From an optimization exercise on the open Yosys and OpenROAD flow, aimed at small area, a short achievable clock period and few clock cycles; shortcuts taken in it are not production practice. In this exercise RTL edits were held to simulation tests only and were not proved equivalent to the original. No activity file was given, so power comes from the tool's default toggle rates.

==> flow/design.v <==
module ascii_line_rx (
    input  wire        clk,
    input  wire        rst,
    input  wire        in_valid,
    input  wire [7:0]  in_data,
    output wire        in_ready,
    output wire        out_valid,
    input  wire        out_ready,
    output wire        out_head,
    output wire        out_last,
    output wire [2:0]  out_status,
    output wire [7:0]  out_src,
    output wire [7:0]  out_dst,
    output wire [3:0]  out_prio,
    output wire [23:0] out_pgn,
    output wire [7:0]  out_plen,
    output wire [7:0]  out_data
);
    localparam integer LINE_CAP    = 300;
    localparam integer MAX_PAYLOAD = 223;
    localparam integer HDR_LEN     = 24;
    localparam [7:0]   MARKER      = 8'h41;   
    localparam [7:0]   TERM        = 8'h0A;   
    localparam [2:0] ST_OK             = 3'd0;
    localparam [2:0] ST_INVALID_START  = 3'd1;
    localparam [2:0] ST_TOO_SHORT      = 3'd2;
    localparam [2:0] ST_PAYLOAD_TOOLONG = 3'd3;
    localparam [1:0] S_ACC  = 2'd0;   
    localparam [1:0] S_HEAD = 2'd1;   
    localparam [1:0] S_PAY  = 2'd2;   
    function [3:0] hexval(input [7:0] c);
        begin
            if (c >= 8'h30 && c <= 8'h39)
                hexval = c[3:0];
            else if ((c >= 8'h41 && c <= 8'h46) || (c >= 8'h61 && c <= 8'h66))
                hexval = c[3:0] + 4'd9;
            else
                hexval = 4'd0;
        end
    endfunction
    reg [1:0] state;
    reg [8:0] lb_len;
    reg [7:0] lb [0:LINE_CAP-1];
    reg [7:0] pay_idx;
    assign in_ready = (state == S_ACC);
    wire in_fire  = in_valid && in_ready;
    wire is_term  = (in_data == TERM);
    always @(posedge clk) begin
        if (in_fire && !is_term && lb_len < LINE_CAP)
            lb[lb_len] <= in_data;
    end
    wire [8:0] npairs_full = (lb_len >= HDR_LEN) ? ((lb_len - HDR_LEN) >> 1) : 9'd0;
    wire [7:0] npairs      = npairs_full[7:0];
    reg [2:0] status;
    always @(*) begin
        if (lb[0] != MARKER)
            status = ST_INVALID_START;
        else if (lb_len < HDR_LEN)
            status = ST_TOO_SHORT;
        else if (npairs_full > MAX_PAYLOAD)
            status = ST_PAYLOAD_TOOLONG;
        else
            status = ST_OK;
    end
    wire [7:0]  f_src  = {hexval(lb[12]), hexval(lb[13])};
    wire [7:0]  f_dst  = {hexval(lb[14]), hexval(lb[15])};
    wire [3:0]  f_prio = hexval(lb[16]);
    wire [23:0] f_pgn  = {4'd0, hexval(lb[18]), hexval(lb[19]), hexval(lb[20]),
                          hexval(lb[21]), hexval(lb[22])};
    wire [8:0] pay_pos = HDR_LEN + {pay_idx, 1'b0};
    wire [7:0] f_byte  = {hexval(lb[pay_pos]), hexval(lb[pay_pos + 9'd1])};
    wire head_last = (status != ST_OK) || (npairs == 8'd0);
    wire pay_last  = (pay_idx == npairs - 8'd1);
    assign out_valid  = (state == S_HEAD) || (state == S_PAY);
    assign out_head   = (state == S_HEAD);
    assign out_last   = (state == S_HEAD) ? head_last : pay_last;
    assign out_status = status;
    assign out_src    = f_src;
    assign out_dst    = f_dst;
    assign out_prio   = f_prio;
    assign out_pgn    = f_pgn;
    assign out_plen   = npairs;
    assign out_data   = f_byte;
    wire out_fire = out_valid && out_ready;
    always @(posedge clk) begin
        if (rst) begin
            state   <= S_ACC;
            lb_len  <= 9'd0;
            pay_idx <= 8'd0;
        end else begin
            case (state)
                S_ACC: begin
                    if (in_fire) begin
                        if (is_term) begin
                            if (lb_len != 9'd0)
                                state <= S_HEAD;
                        end else if (lb_len < LINE_CAP) begin
                            lb_len <= lb_len + 9'd1;
                        end
                    end
                end
                S_HEAD: begin
                    if (out_fire) begin
                        pay_idx <= 8'd0;
                        if (head_last) begin
                            state  <= S_ACC;
                            lb_len <= 9'd0;
                        end else begin
                            state <= S_PAY;
                        end
                    end
                end
                S_PAY: begin
                    if (out_fire) begin
                        pay_idx <= pay_idx + 8'd1;
                        if (pay_last) begin
                            state  <= S_ACC;
                            lb_len <= 9'd0;
                        end
                    end
                end
                default: state <= S_ACC;
            endcase
        end
    end
endmodule
==> flow/run.sh <==
#!/bin/bash
# synth_recipe.tcl (not shown) runs the flow's synth.tcl, then flattens the netlist and writes it again
# the make line also repeats each setting of config.mk as NAME=value (left out here)
make -C /OpenROAD-flow-scripts/flow DESIGN_CONFIG=/design/flow/config.mk WORK_HOME=/design/flow/orfs CLKGATE_MAP_FILE= SYNTH_SCRIPT=/design/flow/synth_recipe.tcl finish
==> flow/config.mk <==
export PLATFORM = sky130hd
export DESIGN_NAME = ascii_line_rx
export DESIGN_NICKNAME = ascii_line_rx
export VERILOG_FILES = /design/flow/design.v
export SDC_FILE = /design/flow/constraint.sdc
export NUM_CORES = 4
export LEC_CHECK = 0
export CAP_MARGIN = 20
export CORE_MARGIN = 2
export CORE_UTILIZATION = 40
export GPL_ROUTABILITY_DRIVEN = 1
export PLACE_DENSITY = 0.5
export SLEW_MARGIN = 20
==> flow/constraint.sdc <==
create_clock -name core_clock -period 7.0 [get_ports {clk}]
set_input_delay 1.4000 -clock core_clock [delete_from_list [all_inputs] [get_ports {clk}]]
set_output_delay 1.4000 -clock core_clock [all_outputs]
set_load 0.01 [all_outputs]
==> run summary <==
worst max-delay path, cell delays in order (launching register included):
cell and delay [ns]:
dfxtp_4 0.41, buf_12 0.21, buf_12 0.24, mux4_1 0.62, mux4_2 0.54, o32ai_2 0.28, nor4_1 0.10, a311oi_2 0.30
buf_4 0.19, inv_1 0.06, ha_1 0.19, nor2_1 0.12, nor2_1 0.06, o21a_1 0.22, a211o_1 0.40, clkdlybuf4s50_1 0.52
area by class of cell:
| type | count | area [um2] | share of cell area (%) |
|---|---|---|---|
| antenna | 5 | 12.5 | 0.0110 |
| clock buffer | 355 | 7440 | 6.56 |
| clock inverter | 109 | 997 | 0.880 |
| inverter | 65 | 259 | 0.229 |
| multi-input combinational | 2116 | 23700 | 20.9 |
| sequential | 2451 | 73400 | 64.8 |
| tap | 3220 | 4030 | 3.56 |
| timing repair buffer | 357 | 3510 | 3.09 |
power by group through the flow:
stage	combinational, mW	sequential [mW]	clock (mW)
after CTS	0.372	16.1	14.1
final	0.367	16.1	13.8
after floorplan	0.0427	16.5	0
after detailed placement	0.373	16.5	0
after global placement	0.361	16.5	0
after global routing	0.393	16.1	14.6
synthesized netlist by cell type, types with 29 or more instances:
| cell type | n | area share [%] |
|---|---|---|
| edfxtp_1 | 2432 | 74 |
| o21ai_0 | 53 | 0.27 |
| nor3_1 | 29 | 0.15 |
| inv_1 | 61 | 0.23 |
| a22oi_1 | 36 | 0.27 |
| mux4_2 | 616 | 14 |
| nor2_1 | 418 | 1.6 |
| nand2_1 | 188 | 0.72 |
| buf_4 | 50 | 0.38 |
| a21oi_1 | 57 | 0.29 |
| mux2i_1 | 114 | 1.2 |
| nand3_1 | 72 | 0.37 |
| nand4_1 | 37 | 0.23 |
| clkbuf_1 | 102 | 0.39 |
| buf_2 | 84 | 0.43 |
| o22ai_1 | 47 | 0.30 |
| ha_1 | 51 | 0.65 |
registers in the layout, indices dropped and copies added, names as in the netlist:
register and flops:
lb 2432, state 2, lb_len 9, pay_idx 8
what timing repair did:
| action | in CTS | in global routing |
|---|---|---|
| gates cloned | 1 | 2 |
| hold buffers | 0 | 0 |
| resized for setup | 29 | 35 |
| buffers inserted | 11 | 9 |
| endpoints found under the setup margin | 8 | 8 |
| pin swaps | 1 | 4 |
stage by stage:
| step | power [mW] | utilization, % |
|---|---|---|
| 2_1_floorplan | 16.5 | - |
| 3_3_place_gp | 16.8 | 42.5 |
| 3_5_place_dp | 16.8 | 42.5 |
| 4_1_cts | 30.6 | 46.0 |
| 5_1_grt | 31.1 | 46.2 |
| 6_report | 30.4 | 46.2 |
metal layers:
metal | wire length (um) | vias up
li1 | - | 21023
met1 | 125000 | 27539
met2 | 138000 | 1717
met3 | 16200 | 455
met4 | 8660 | 6
met5 | 26 | -
kinds of logic (layout without fill, tap and decap cells):
kind of cell	Yosys count	count (layout)	share of synthesized area, %
fa+ha+maj	51	51	0.647
buf+inv	353	886	1.96
other cells	1	10	0.00380
simple gates	878	878	4.01
flops	2451	2451	74.4
xor+xnor	22	22	0.195
mux	775	775	16.0
compound gates	385	385	2.74
worst paths after layout:
path                                start                      to  slack [ns]
setup / recovery  pay_idx[0]$_SDFFE_PP0P_             out_data[6]        0.09
setup reg to reg   lb_len[8]$_SDFFE_PP0P_  lb_len[8]$_SDFFE_PP0P_        2.28
hold / removal     lb_len[0]$_SDFFE_PP0P_  lb_len[0]$_SDFFE_PP0P_        0.55
hold reg to reg    lb_len[0]$_SDFFE_PP0P_  lb_len[0]$_SDFFE_PP0P_        0.55
==> run_results.csv <==
group,metric,value,unit
run,maxCapViolations,0,
clocking,cts.path.max_buffers,4,
sta,rsz0062_at_grt,"yes",
status,status,"finished clean",
global_routing,busiest_layer,"met2",
sta,finalSetupTns,0,ns
route,wire_per_inst,33.1,um
floorplanning,dieArea,251000,um2
global_routing,grt_max_degree,184,
floorplanning,num_io_pins,79,
route,drt_iter0_drc,5477,
global_routing,antenna_found_initial,9,
global_routing,grt_pass1_vias,51349,
route,drc_errors,0,
power_and_ir_drop,power.share.switching,19.9,%
power_and_ir_drop,leakage,34.8,nW
clocking,clk_pin_slew,0.06,ns
worst_setup_path,critPathMaxFanout,22,
final_layout,layout_commonest_cell,"edfxtp_1",
place,dpl.hpwl,180000,um
floorplanning,die_y,501,um
worst_setup_path,critPathRequiredTime,5.60,ns
power_and_ir_drop,powerDensity,268,nW/um2
sta,relSlewSlack,22.0,%
route,routed_via_density,5.85,
route,antenna_left,0,
floorplanning,rows,182,
global_routing,grt_use_met2,36.6,%
sta,slew_violations,0,
final_layout,nNetsFinal,5333,
power_and_ir_drop,pwr-share-clk,45.6,%
global_routing,grt_pass1_wl,403000,um
sta,layout_min_cycle_time,6.91,ns
worst_setup_path,cp-end-kind,"primary output",
sta,fmax,145,MHz
global_routing,grt_overflow_total,0,
final_layout,final_cell_mix,"edfxtp_1 (2432), mux4_2 (616), nor2_1 (413), clkbuf_16 (289), buf_4 (231)",
power_and_ir_drop,switchingPower,6.04,mW
place,gp_congestion,0.849,
yosys,ys_types,92,
sta,skew,0.0454,ns
sta,whs,0.549,ns
yosys,ys_ff_latch,2451,
route,dr.pass1.iters,5,
yosys,synthCells,4916,
place,place_area,104000,um2
global_routing,grt_use_met1,32.1,%
clocking,worstSkewPairLatency,0.92,ns
global_routing,grtUsageMet3,3.51,%
yosys,synth_edf_count,2432,
min_path,hold_depth,1,
global_routing,grtUsageTotal,22.7,%
worst_setup_path,path_class,"flip-flop to primary output",
route,drt_wl_total,287000,um
sta,setup_slack,0.0934,ns
floorplanning,start_util,40.2,%
worst_setup_path,worstPathArrival,5.51,ns
sta,min_period_over_period,98.7,%
final_layout,drive_gt1_share,24.9,%
final_layout,num-fill-cells,20699,
clocking,cts-root-buf,"clkbuf_16",
clocking,clock_sinks,2451,
power_and_ir_drop,intPower,24.3,mW
place,dp.cells,8183,
place,portBuffers,73,
min_path,hold_class,"flip-flop to flip-flop",
clocking,cts_tree,"done",
clocking,cts_buffers,279,
power_and_ir_drop,combPwrFrac,1.2,%
floorplanning,fp.coreArea,245000,um2
route,vias,50740,
final_layout,final_area,113000,um2
power_and_ir_drop,seqPwrFrac,53.2,%
floorplanning,die_width,501,um
power_and_ir_drop,ir_drop,0.000245,V
worst_setup_path,crit_path_start_kind,"flip-flop",
sta,hold_viol,0,
yosys,async_reset_ff_share,0,%
yosys,synth_flop_cell,"edfxtp_1",
worst_setup_path,r2r_cells,13,
yosys,syn-cell-area,98600,um2
sta,tightest_slew,1.17,ns
sta,finalSetupViolations,0,
final_layout,syn_to_final_growth,14.9,%
place,dp_worst_setup_slack,0.374,ns
yosys,yosysWarnings,1,
yosys,avgSynthCellArea,20.1,um2
yosys,ys_seq_area_share,74.4,%
final_layout,fin_cells,8678,
clocking,htree_num_levels,5,
Testbench counts, summed over its fixed seeds: cycles 38,245.

==> re-timing with driven ports <==
Ports are ideal in the flow. The routed layout listed here was re-timed in OpenROAD.
Step 1 sets driving cells, clkbuf_16 on the clock port and buf_2 on the other inputs (assumed; they add their load-dependent delay and slew).
Step 2, shift: input delay + t, output delay - t, t = (earliest + latest rising clock arrival at the registers) / 2. This alone moves slack from input paths to output paths.
Three values: ideal, step 1, step 2; two values: the first two.
shift t [ns]: 0.997
setup WS [ns]: 0.093 / -0.002 / 0.996
worst hold slack (ns): 0.549 / 0.549 / 0.549
worst setup path at the end: register to output
worst register clock-pin slew, ns: 0.06 / 0.06
After both steps this run still meets setup and hold. For this run, drivers alone change the setup slack by -0.095 ns; drivers and shift together by +0.903 ns.
